Context: an optimization exercise on an open-source flow, tuned for small area, a short achievable clock period and few clock cycles per item. The choices shown serve that exercise and are no tape-out recipe.
The RTL was checked by simulation tests, not by an equivalence proof against the original design.
No activity file was given, so power comes from the tool's default toggle rates.

Design ddc_decoder, start of the top module:
module ddc_decoder (
    input  wire        clk,
    input  wire        rst,               
    input  wire [1:0]  cfg_channels,      
    input  wire [5:0]  cfg_block_bits,    
    input  wire [5:0]  cfg_bpc0,          
    input  wire [5:0]  cfg_bpc1,
    input  wire [5:0]  cfg_bpc2,
    input  wire [5:0]  cfg_bpm0,          
    input  wire [5:0]  cfg_bpm1,
    input  wire [5:0]  cfg_bpm2,
    input  wire        cfg_high_adaptive,
    input  wire [14:0] cfg_chunk_size,    
    input  wire        cmd_valid,
    input  wire [1:0]  cmd_op,            
    input  wire [31:0] cmd_count,
    output reg         busy,
    output wire        src_req,
    output wire [15:0] src_chunk,
    output wire [14:0] src_off,
    input  wire        src_ack,
    input  wire [7:0]  src_data,
    output reg         frm_valid,
    output wire [63:0] frm_data,
    input  wire        frm_ready
);
    localparam P_RUN  = 2'd0,
               P_METH = 2'd1,
               P_BASE = 2'd2,
               P_CHAN = 2'd3;
    reg [1:0]  phase;
    reg [1:0]  c;
    reg        first_frame;
    reg [31:0] remaining;       
    reg        active;          
    reg [31:0] run_left;        
    reg        run_zero;        
    reg [5:0]  width  [0:2];
    reg [31:0] base   [0:2];
    reg        adapt  [0:2];
    reg [63:0] out_acc;
    reg [5:0]  cnt;             
    reg [5:0]  n_r;             
    reg signed [6:0] pos;       
    reg [31:0] fld;             
    reg        fld_top;         
    reg        fld_ok;          
    reg [5:0]  bpc_r;           
    reg [4:0]  bpc_m1;          
    reg        last_r;          
    reg [5:0]  bpm_nx;          
    reg [5:0]  bb_q;            
    wire cmd_acc    = cmd_valid && !busy;
    wire cmd_reset  = cmd_acc && (cmd_op == 2'd1);
    wire cmd_decode = cmd_acc && (cmd_op == 2'd2);
    assign frm_data = out_acc;
    function [5:0] bpc_of;
        input [1:0] i;
        bpc_of = (i == 2'd0) ? cfg_bpc0 : (i == 2'd1) ? cfg_bpc1 : cfg_bpc2;
  ...
For scale: about 210 I/O pins.
==> flow/config.mk <==
export PLATFORM = sky130hd
export DESIGN_NAME = ddc_decoder
export DESIGN_NICKNAME = ddc_decoder
export VERILOG_FILES = /design/flow/design.v
export SDC_FILE = /design/flow/constraint.sdc
export NUM_CORES = 4
export LEC_CHECK = 0
export CAP_MARGIN = 20
export CORE_MARGIN = 2
export CORE_UTILIZATION = 40
export CTS_CLUSTER_DIAMETER = 80
export CTS_CLUSTER_SIZE = 30
export PLACE_DENSITY = 0.6
export SETUP_SLACK_MARGIN = 5
export SLEW_MARGIN = 20
export TNS_END_PERCENT = 0
==> flow/constraint.sdc <==
create_clock -name core_clock -period 12.0 [get_ports {clk}]
set_input_delay 2.4000 -clock core_clock [delete_from_list [all_inputs] [get_ports {clk}]]
set_output_delay 2.4000 -clock core_clock [all_outputs]
set_load 0.01 [all_outputs]
standard.sh (not shown) runs the stock make flow with config.mk's settings and CLKGATE_MAP_FILE= SYNTH_SCRIPT=/design/flow/synth_recipe.tcl, a recipe that flattens the netlist after the stock synthesis.
==> flow/flow/run.sh <==
#!/bin/bash
set -euo pipefail
MARGIN=$(cat flow/setup_margin)
export BUFFER_PORTS_ARGS="-buffer_cell $(cat flow/port_buffer)"
sed -E "s/SETUP_SLACK_MARGIN=[0-9.]+/SETUP_SLACK_MARGIN=${MARGIN}/" standard.sh > standard_margin.sh
grep -q "SETUP_SLACK_MARGIN=${MARGIN}" standard_margin.sh
bash standard_margin.sh > make_flow.log 2>&1 || { tail -40 make_flow.log; exit 1; }
grep -q "Inserted .* $(cat flow/port_buffer) input buffers" orfs/logs/*/ddc_decoder/base/3_3_place_gp.log
tail -5 make_flow.log
==> flow/flow/port_buffer <==
sky130_fd_sc_hd__buf_1
==> flow/flow/setup_margin <==
7.7
Testbench counts at the start, summed over its fixed seeds: cycles 96,132, frames 28,800.
Next try:
--- a/flow/design.v
+++ b/flow/design.v
@@ -127,33 +127,29 @@
         bpc_m1_of = (i == 2'd0) ? bpc0_m1 : (i == 2'd1) ? bpc1_m1 : bpc2_m1;
     endfunction
     function last_of;
         input [1:0] i;
         last_of = (i == 2'd0) ? (cfg_channels <= 2'd1) :
                   (i == 2'd1) ? (cfg_channels <= 2'd2) : 1'b1;
     endfunction
-    reg        fold_q;          
-    always @(posedge clk) begin
-        bb_q   <= cfg_block_bits;
-        fold_q <= (cfg_channels >= 2'd2) && (cfg_bpc1 <= 6'd16);
-    end
+    always @(posedge clk)
+        bb_q <= cfg_block_bits;
     wire        fill;
     wire [39:0] acc;
     reg         room;
     ddc_bit_reader u_reader (
         .clk(clk), .rst(rst), .clr(cmd_reset),
         .chunk_size(cfg_chunk_size), .room(room),
         .fill(fill), .acc(acc),
         .src_req(src_req), .src_chunk(src_chunk), .src_off(src_off),
         .src_ack(src_ack), .src_data(src_data)
     );
     wire        stall = (phase == P_CHAN) && frm_valid && !frm_ready;
     reg         pre_done;
-    reg         fold_r;         
-    wire        pre   = (phase == P_CHAN) && (c != 2'd0) && bpc_m1[4] && !pre_done && active && !fold_r;
+    wire        pre   = (phase == P_CHAN) && (c != 2'd0) && bpc_m1[4] && !pre_done && active;
     wire        step  = fld_ok && active && !stall && !pre;
     wire [31:0] mask_n  = ~(32'hFFFFFFFF << n_r);            
     wire [31:0] mask_n1 = {1'b0, mask_n[31:1]};              
     wire [31:0] half    = mask_n ^ mask_n1;                  
     wire [6:0]  m       = fld[6:0];
     wire [6:0]  bpc7    = {1'b0, bpc_r};
     wire        m_const = (m == bpc7);
@@ -173,61 +169,54 @@
     wire        chan  = (phase == P_CHAN);
     wire [31:0] add_a = chan ? base_c : 32'd0;
     wire [31:0] add_b = (phase == P_METH) ? 32'd0 :
                         rd_adapt ? ((fld & mask_n1) | (~mask_n1 & {32{~fld_top}})) : fld;
     wire [31:0] sum   = add_a + add_b;
     wire [31:0] value = (rd_adapt && b_lo) ? fld :
                         (rd_adapt && b_hi) ? (max_start | fld) : sum;
-    wire [63:0] out_src = fold_r ? {32'd0, base[0]} : out_acc;
-    wire [63:0] out_sh1 = {out_src[62:0], 1'b0};
+    wire [63:0] out_sh1 = {out_acc[62:0], 1'b0};
     wire [3:0]  amt4    = pre ? 4'd15 : bpc_m1[3:0];
     wire [63:0] shifted = (c == 2'd0) ? 64'd0 : (out_sh1 << amt4);
     wire [63:0] packd   = shifted | {32'd0, value};
     reg  [5:0]  n_k, n_b;
     reg  [1:0]  phase_n, c_n;
     reg         first_n;
-    wire        fold_first = fold_q && (adapt[0] || (width[0] == 6'd0));
-    wire        fold_later = fold_q && (width[0] == 6'd0);
-    wire [5:0]  n1_first   = adapt[1] ? 6'd0 : width[1];
     always @(*) begin
         n_k     = 6'd0;
         phase_n = phase;
         c_n     = c;
         first_n = first_frame;
         case (phase)
             P_RUN: begin
                 n_b     = bpm_nx;
                 phase_n = P_METH;
                 c_n     = 2'd0;
             end
             P_METH: begin
                 n_b = bpc_r;
-                n_k = !last_r ? bpm_nx :
-                      fold_first ? ((c == 2'd1) ? 6'd0 : n1_first) :
-                      (((c == 2'd0) || adapt[0]) ? 6'd0 : width[0]);
+                n_k = last_r ? (((c == 2'd0) || adapt[0]) ? 6'd0 : width[0]) : bpm_nx;
                 if (m_const) begin
                     phase_n = last_r ? P_CHAN : P_METH;
-                    c_n     = last_r ? {1'b0, fold_first} : c + 2'd1;
+                    c_n     = last_r ? 2'd0 : c + 2'd1;
                     first_n = last_r ? 1'b1 : first_frame;
                 end else begin
                     phase_n = P_BASE;
                 end
             end
             P_BASE: begin
-                n_b     = !last_r ? bpm_nx :
-                          fold_first ? n1_first : (adapt[0] ? 6'd0 : width[0]);
+                n_b     = last_r ? (adapt[0] ? 6'd0 : width[0]) : bpm_nx;
                 phase_n = last_r ? P_CHAN : P_METH;
-                c_n     = last_r ? {1'b0, fold_first} : c + 2'd1;
+                c_n     = last_r ? 2'd0 : c + 2'd1;
                 first_n = last_r ? 1'b1 : first_frame;
             end
             default: begin
-                n_b     = last_r ? (run_zero ? bb_q : fold_later ? width[1] : width[0]) :
+                n_b     = last_r ? (run_zero ? bb_q : width[0]) :
                           (first_frame && adapt[c + 2'd1]) ? 6'd0 : width[c + 2'd1];
                 phase_n = (last_r && run_zero) ? P_RUN : P_CHAN;
-                c_n     = last_r ? {1'b0, !run_zero && fold_later} : c + 2'd1;
+                c_n     = last_r ? 2'd0 : c + 2'd1;
                 first_n = last_r ? 1'b0 : first_frame;
             end
         endcase
     end
     wire       is_k = (phase == P_METH) && m_const;
     wire [6:0]  pos_k   = pos - {1'b0, n_k};
     wire [6:0]  pos_b   = pos - {1'b0, n_b};
@@ -305,22 +294,14 @@
     end
     wire base_we = (phase == P_METH) ? m_const :
                    (phase == P_BASE) ? 1'b1 :
                    chan ? rd_adapt : 1'b0;
     always @(posedge clk)
         if (step && base_we)
             base[c] <= value;
-    wire fold_nx = (phase_n == P_CHAN) && (c_n == 2'd1) &&
-                   ((phase != P_CHAN) || last_r);
-    always @(posedge clk) begin
-        if (rst || cmd_reset)
-            fold_r <= 1'b0;
-        else if (step)
-            fold_r <= fold_nx;
-    end
     always @(posedge clk) begin
         if (rst)
             pre_done <= 1'b0;
         else if (pre)
             pre_done <= 1'b1;
         else if (step)
             pre_done <= 1'b0;
Effect: Clock-buffer cell count goes down by 1; global-route usage came out lower by 1.0 points; routed wire length came out lower by a little under a tenth; worst hold slack gains 18 ps; cell count falls by a few percent.
Testbench counts after the change, summed over its fixed seeds: cycles 101,242, frames 28,800.


The RTL this note starts from:
==> flow/design.v <==
module ddc_bit_reader (
    input  wire        clk,
    input  wire        rst,           
    input  wire        clr,           
    input  wire [14:0] chunk_size,
    input  wire        room,          
    output wire        fill,          
    output reg  [39:0] acc,
    output reg         src_req,
    output reg  [15:0] src_chunk,
    output reg  [14:0] src_off,
    input  wire        src_ack,
    input  wire [7:0]  src_data
);
    reg         flush;     
    wire        got     = src_req && src_ack;
    assign      fill    = got && !flush;
    wire [14:0] off_inc = src_off + 15'd1;
    reg         at_end;
    wire        wrap    = at_end;
    always @(posedge clk) begin
        at_end <= (off_inc == chunk_size);
        if (rst) begin
            flush     <= 1'b0;
            at_end    <= (chunk_size == 15'd1);
            src_req   <= 1'b0;
            src_chunk <= 16'd0;
            src_off   <= 15'd0;
        end else if (clr) begin
            if (src_req && !src_ack) begin
                flush <= 1'b1;
            end else begin
                src_req   <= 1'b1;
                src_chunk <= 16'd0;
                src_off   <= 15'd0;
                at_end    <= (chunk_size == 15'd1);
            end
        end else if (got) begin
            flush   <= 1'b0;
            src_req <= flush || room;
            if (flush) begin
                src_chunk <= 16'd0;
                src_off   <= 15'd0;
                at_end    <= (chunk_size == 15'd1);
            end else if (wrap) begin
                src_off   <= 15'd0;
                src_chunk <= src_chunk + 16'd1;
            end else begin
                src_off   <= off_inc;
            end
        end else if (!src_req) begin
            src_req <= room;
        end
    end
    always @(posedge clk)
        if (fill) acc <= {acc[31:0], src_data};
endmodule
module ddc_decoder (
    input  wire        clk,
    input  wire        rst,               
    input  wire [1:0]  cfg_channels,      
    input  wire [5:0]  cfg_block_bits,    
    input  wire [5:0]  cfg_bpc0,          
    input  wire [5:0]  cfg_bpc1,
    input  wire [5:0]  cfg_bpc2,
    input  wire [5:0]  cfg_bpm0,          
    input  wire [5:0]  cfg_bpm1,
    input  wire [5:0]  cfg_bpm2,
    input  wire        cfg_high_adaptive,
    input  wire [14:0] cfg_chunk_size,    
    input  wire        cmd_valid,
    input  wire [1:0]  cmd_op,            
    input  wire [31:0] cmd_count,
    output reg         busy,
    output wire        src_req,
    output wire [15:0] src_chunk,
    output wire [14:0] src_off,
    input  wire        src_ack,
    input  wire [7:0]  src_data,
    output reg         frm_valid,
    output wire [63:0] frm_data,
    input  wire        frm_ready
);
    localparam P_RUN  = 2'd0,
               P_METH = 2'd1,
               P_BASE = 2'd2,
               P_CHAN = 2'd3;
    reg [1:0]  phase;
    reg [1:0]  c;
    reg        first_frame;
    reg [31:0] remaining;       
    reg        active;          
    reg [31:0] run_left;        
    reg        run_zero;        
    reg [5:0]  width  [0:2];
    reg [31:0] base   [0:2];
    reg        adapt  [0:2];
    reg [63:0] out_acc;
    reg [5:0]  cnt;             
    reg [5:0]  n_r;             
    reg signed [6:0] pos;       
    reg [31:0] fld;             
    reg        fld_top;         
    reg        fld_ok;          
    reg [5:0]  bpc_r;           
    reg [4:0]  bpc_m1;          
    reg        last_r;          
    reg [5:0]  bpm_nx;          
    reg [5:0]  bb_q;            
    wire cmd_acc    = cmd_valid && !busy;
    wire cmd_reset  = cmd_acc && (cmd_op == 2'd1);
    wire cmd_decode = cmd_acc && (cmd_op == 2'd2);
    assign frm_data = out_acc;
    function [5:0] bpc_of;
        input [1:0] i;
        bpc_of = (i == 2'd0) ? cfg_bpc0 : (i == 2'd1) ? cfg_bpc1 : cfg_bpc2;
    endfunction
    function [5:0] bpm_of;
        input [1:0] i;
        bpm_of = (i == 2'd0) ? cfg_bpm0 : (i == 2'd1) ? cfg_bpm1 : cfg_bpm2;
    endfunction
    wire [4:0] bpc0_m1 = cfg_bpc0[4:0] - 5'd1;
    wire [4:0] bpc1_m1 = cfg_bpc1[4:0] - 5'd1;
    wire [4:0] bpc2_m1 = cfg_bpc2[4:0] - 5'd1;
    function [4:0] bpc_m1_of;
        input [1:0] i;
        bpc_m1_of = (i == 2'd0) ? bpc0_m1 : (i == 2'd1) ? bpc1_m1 : bpc2_m1;
    endfunction
    function last_of;
        input [1:0] i;
        last_of = (i == 2'd0) ? (cfg_channels <= 2'd1) :
                  (i == 2'd1) ? (cfg_channels <= 2'd2) : 1'b1;
    endfunction
    always @(posedge clk)
        bb_q <= cfg_block_bits;
    wire        fill;
    wire [39:0] acc;
    reg         room;
    ddc_bit_reader u_reader (
        .clk(clk), .rst(rst), .clr(cmd_reset),
        .chunk_size(cfg_chunk_size), .room(room),
        .fill(fill), .acc(acc),
        .src_req(src_req), .src_chunk(src_chunk), .src_off(src_off),
        .src_ack(src_ack), .src_data(src_data)
    );
    wire        stall = (phase == P_CHAN) && frm_valid && !frm_ready;
    wire        step  = fld_ok && active && !stall;
    wire [31:0] mask_n  = ~(32'hFFFFFFFF << n_r);            
    wire [31:0] mask_n1 = {1'b0, mask_n[31:1]};              
    wire [31:0] half    = mask_n ^ mask_n1;                  
    wire [6:0]  m       = fld[6:0];
    wire [6:0]  bpc7    = {1'b0, bpc_r};
    wire        m_const = (m == bpc7);
    wire        m_high  = (m > bpc7);
    wire [6:0]  m_minus = m - bpc7;
    wire [5:0]  m_width = m_const ? 6'd0 : m_high ? m_minus[5:0] : m[5:0];
    wire        m_adapt = !m_const && (m != 7'd0) && (m_high ? cfg_high_adaptive : !cfg_high_adaptive);
    wire [31:0] base_c   = base[c];
    wire        adapt_c  = adapt[c];
    wire        rd_adapt = (phase == P_CHAN) && adapt_c && (n_r != 6'd0);
    wire [31:0] mask_bpc = ~(32'hFFFFFFFF << bpc_r);
    wire [31:0] hi_mask  = mask_bpc & ~mask_n1;
    wire [31:0] max_start = mask_bpc & ~mask_n;              
    wire        b_lo  = ((base_c & ~mask_n) == 32'd0) &&
                        (((base_c & half) == 32'd0) || ((base_c & mask_n1) == 32'd0));
    wire        b_hi  = ((base_c & hi_mask) == hi_mask) && ((base_c & mask_n1) != 32'd0);
    wire        chan  = (phase == P_CHAN);
    wire [31:0] add_a = chan ? base_c : 32'd0;
    wire [31:0] add_b = (phase == P_METH) ? 32'd0 :
                        rd_adapt ? ((fld & mask_n1) | (~mask_n1 & {32{~fld_top}})) : fld;
    wire [31:0] sum   = add_a + add_b;
    wire [31:0] value = (rd_adapt && b_lo) ? fld :
                        (rd_adapt && b_hi) ? (max_start | fld) : sum;
    wire [63:0] out_sh1 = {out_acc[62:0], 1'b0};
    wire [63:0] shifted = (c == 2'd0) ? 64'd0 : (out_sh1 << bpc_m1);
    wire [63:0] packd   = shifted | {32'd0, value};
    reg  [5:0]  n_k, n_b;
    reg  [1:0]  phase_n, c_n;
    reg         first_n;
    always @(*) begin
        n_k     = 6'd0;
        phase_n = phase;
        c_n     = c;
        first_n = first_frame;
        case (phase)
            P_RUN: begin
                n_b     = bpm_nx;
                phase_n = P_METH;
                c_n     = 2'd0;
            end
            P_METH: begin
                n_b = bpc_r;
                n_k = last_r ? (((c == 2'd0) || adapt[0]) ? 6'd0 : width[0]) : bpm_nx;
                if (m_const) begin
                    phase_n = last_r ? P_CHAN : P_METH;
                    c_n     = last_r ? 2'd0 : c + 2'd1;
                    first_n = last_r ? 1'b1 : first_frame;
                end else begin
                    phase_n = P_BASE;
                end
            end
            P_BASE: begin
                n_b     = last_r ? (adapt[0] ? 6'd0 : width[0]) : bpm_nx;
                phase_n = last_r ? P_CHAN : P_METH;
                c_n     = last_r ? 2'd0 : c + 2'd1;
                first_n = last_r ? 1'b1 : first_frame;
            end
            default: begin
                n_b     = last_r ? (run_zero ? bb_q : width[0]) :
                          (first_frame && adapt[c + 2'd1]) ? 6'd0 : width[c + 2'd1];
                phase_n = (last_r && run_zero) ? P_RUN : P_CHAN;
                c_n     = last_r ? 2'd0 : c + 2'd1;
                first_n = last_r ? 1'b0 : first_frame;
            end
        endcase
    end
    wire       is_k = (phase == P_METH) && m_const;
    wire [6:0]  pos_k   = pos - {1'b0, n_k};
    wire [6:0]  pos_b   = pos - {1'b0, n_b};
    wire [6:0]  pos_s   = is_k ? pos_k : pos_b;
    wire [5:0]  n_cut   = fld_ok ? n_b : n_r;
    wire [31:0] mask_c  = ~(32'hFFFFFFFF << n_cut);
    wire [6:0]  cut_pos = fld_ok ? pos_b : pos;
    wire [6:0]  cut_top = fld_ok ? pos - 7'd1 : {1'b0, cnt} - 7'd1;
    wire [39:0] cut     = acc >> cut_pos[5:0];
    wire [63:0] acc_pad = {24'd0, acc};
    wire        cut_msb = acc_pad[cut_top[5:0]];
    wire        cut_ok  = !cut_pos[6];
    wire [6:0] pos_pre = step ? pos_s : pos;
    wire [5:0] cnt_pre = step ? pos[5:0] : cnt;
    wire [6:0] pos_nx  = pos_pre + (fill ? 7'd8 : 7'd0);
    wire [5:0] cnt_nx  = cnt_pre + (fill ? 6'd8 : 6'd0);
    always @(*) room = (cnt_nx <= 6'd32);
    wire complete = step && chan && last_r;
    always @(posedge clk) begin
        if (rst || cmd_reset) begin
            phase  <= P_RUN;
            c      <= 2'd0;
            cnt    <= 6'd0;
            n_r    <= cfg_block_bits;
            pos    <= -{1'b0, cfg_block_bits};
            bpc_r  <= cfg_bpc0;
            bpc_m1 <= bpc0_m1;
            last_r <= (cfg_channels <= 2'd1);
            bpm_nx <= cfg_bpm0;
            fld_ok <= 1'b0;
        end else begin
            cnt <= cnt_nx;
            pos <= pos_nx;
            if (step || !fld_ok)
                fld_ok <= cut_ok && !(step && is_k);
            if (step) begin
                phase  <= phase_n;
                c      <= c_n;
                n_r    <= is_k ? n_k : n_b;
                bpc_r  <= bpc_of(c_n);
                bpc_m1 <= bpc_m1_of(c_n);
                last_r <= last_of(c_n);
                bpm_nx <= (phase_n == P_RUN) ? cfg_bpm0 : bpm_of(c_n + 2'd1);
            end
        end
    end
    always @(posedge clk) begin
        if (step || !fld_ok) begin
            fld     <= cut[31:0] & mask_c;
            fld_top <= cut_msb;
        end
    end
    always @(posedge clk) begin
        if (rst) begin
            remaining <= 32'd0;
            active    <= 1'b0;
            busy      <= 1'b0;
            frm_valid <= 1'b0;
        end else begin
            if (cmd_decode) begin
                remaining <= cmd_count;
                active    <= (cmd_count != 32'd0);
                busy      <= (cmd_count != 32'd0);
            end else if (frm_valid && frm_ready && !active) begin
                busy <= 1'b0;
            end
            if (complete) begin
                remaining <= remaining - 32'd1;
                active    <= (remaining != 32'd1);
                frm_valid <= 1'b1;
            end else if (frm_valid && frm_ready) begin
                frm_valid <= 1'b0;
            end
        end
    end
    wire base_we = (phase == P_METH) ? m_const :
                   (phase == P_BASE) ? 1'b1 :
                   chan ? rd_adapt : 1'b0;
    always @(posedge clk)
        if (step && base_we)
            base[c] <= value;
    always @(posedge clk) begin
        if (step) begin
            first_frame <= first_n;
            case (phase)
                P_RUN: begin
                    run_left <= fld;
                    run_zero <= (fld == 32'd0);
                end
                P_METH: begin
                    width[c] <= m_width;
                    adapt[c] <= m_adapt;
                end
                P_BASE: ;
                default: begin
                    out_acc <= packd;
                    if (last_r) begin
                        run_left <= run_left - 32'd1;
                        run_zero <= (run_left == 32'd1);
                    end
                end
            endcase
        end
    end
endmodule
Settings: LEC_CHECK=0, CAP_MARGIN=20, CORE_MARGIN=2, CORE_UTILIZATION=40, PLACE_DENSITY=0.6, SETUP_SLACK_MARGIN=5, SLEW_MARGIN=20, TNS_END_PERCENT=0; clock period 12.0 ns.
==> flow/flow/run.sh <==
#!/bin/bash
set -euo pipefail
MARGIN=$(cat flow/setup_margin)
sed -E "s/SETUP_SLACK_MARGIN=[0-9.]+/SETUP_SLACK_MARGIN=${MARGIN}/" standard.sh > standard_margin.sh
grep -q "SETUP_SLACK_MARGIN=${MARGIN}" standard_margin.sh
bash standard_margin.sh > make_flow.log 2>&1 || { tail -40 make_flow.log; exit 1; }
tail -5 make_flow.log
==> flow/flow/setup_margin <==
8.5
Testbench counts at the start, summed over its fixed seeds: cycles 101,244, frames 28,800.
Then changed:
--- a/flow/design.v
+++ b/flow/design.v
@@ -143,9 +143,11 @@
         .src_req(src_req), .src_chunk(src_chunk), .src_off(src_off),
         .src_ack(src_ack), .src_data(src_data)
     );
     wire        stall = (phase == P_CHAN) && frm_valid && !frm_ready;
-    wire        step  = fld_ok && active && !stall;
+    reg         pre_done;
+    wire        pre   = (phase == P_CHAN) && (c != 2'd0) && bpc_m1[4] && !pre_done && active;
+    wire        step  = fld_ok && active && !stall && !pre;
     wire [31:0] mask_n  = ~(32'hFFFFFFFF << n_r);            
     wire [31:0] mask_n1 = {1'b0, mask_n[31:1]};              
     wire [31:0] half    = mask_n ^ mask_n1;                  
     wire [6:0]  m       = fld[6:0];
@@ -171,9 +173,10 @@
     wire [31:0] sum   = add_a + add_b;
     wire [31:0] value = (rd_adapt && b_lo) ? fld :
                         (rd_adapt && b_hi) ? (max_start | fld) : sum;
     wire [63:0] out_sh1 = {out_acc[62:0], 1'b0};
-    wire [63:0] shifted = (c == 2'd0) ? 64'd0 : (out_sh1 << bpc_m1);
+    wire [3:0]  amt4    = pre ? 4'd15 : bpc_m1[3:0];
+    wire [63:0] shifted = (c == 2'd0) ? 64'd0 : (out_sh1 << amt4);
     wire [63:0] packd   = shifted | {32'd0, value};
     reg  [5:0]  n_k, n_b;
     reg  [1:0]  phase_n, c_n;
     reg         first_n;
@@ -295,8 +298,16 @@
     always @(posedge clk)
         if (step && base_we)
             base[c] <= value;
     always @(posedge clk) begin
+        if (rst)
+            pre_done <= 1'b0;
+        else if (pre)
+            pre_done <= 1'b1;
+        else if (step)
+            pre_done <= 1'b0;
+        if (pre)
+            out_acc <= shifted;
         if (step) begin
             first_frame <= first_n;
             case (phase)
                 P_RUN: begin
Outcome: Fmax falls by 3.6%; power falls by 1.8%; clock-buffer cell count rises by 8; utilization rises by 0.74 points; sequential power is about the same; non-clock buffer count falls by 11; area after synthesis falls by 2.6%; flip-flop and latch count rises by 1.
Testbench counts after the change, summed over its fixed seeds: cycles 101,242, frames 28,800.

-- static timing again, ports no longer ideal --
The results above use ideal ports. As a check the final layouts listed here were re-extracted and re-timed, cells and wires unchanged.
Step 1 assumes that a clkbuf_16 drives the clock port and a buf_2 every other input.
Step 2 times the ports against the registers' clock, not the clock port: input delays grow and output delays shrink by t, the midpoint of the rising clock arrivals with the driver on.
Slacks: ideal / step 1 / step 2; pairs: ideal / step 1.
run | t, ns | setup slack, ns | worst data-port slew with drivers (ns)
the first run of note 1 | 0.679 | 7.401 / 7.401 / 6.940 | 0.05
the second run of note 1 | 0.700 | 7.560 / 7.560 / 7.092 | 0.13
the first run of note 2 | 0.668 | 7.649 / 7.649 / 7.221 | 0.09
the second run of note 2 | 0.664 | 7.488 / 7.488 / 6.965 | 0.09
After both steps every run listed still meets setup and hold. The setup slack of the second run of note 2, which loses most, moves by 0.000 ns with the drivers and by -0.523 ns with both steps.
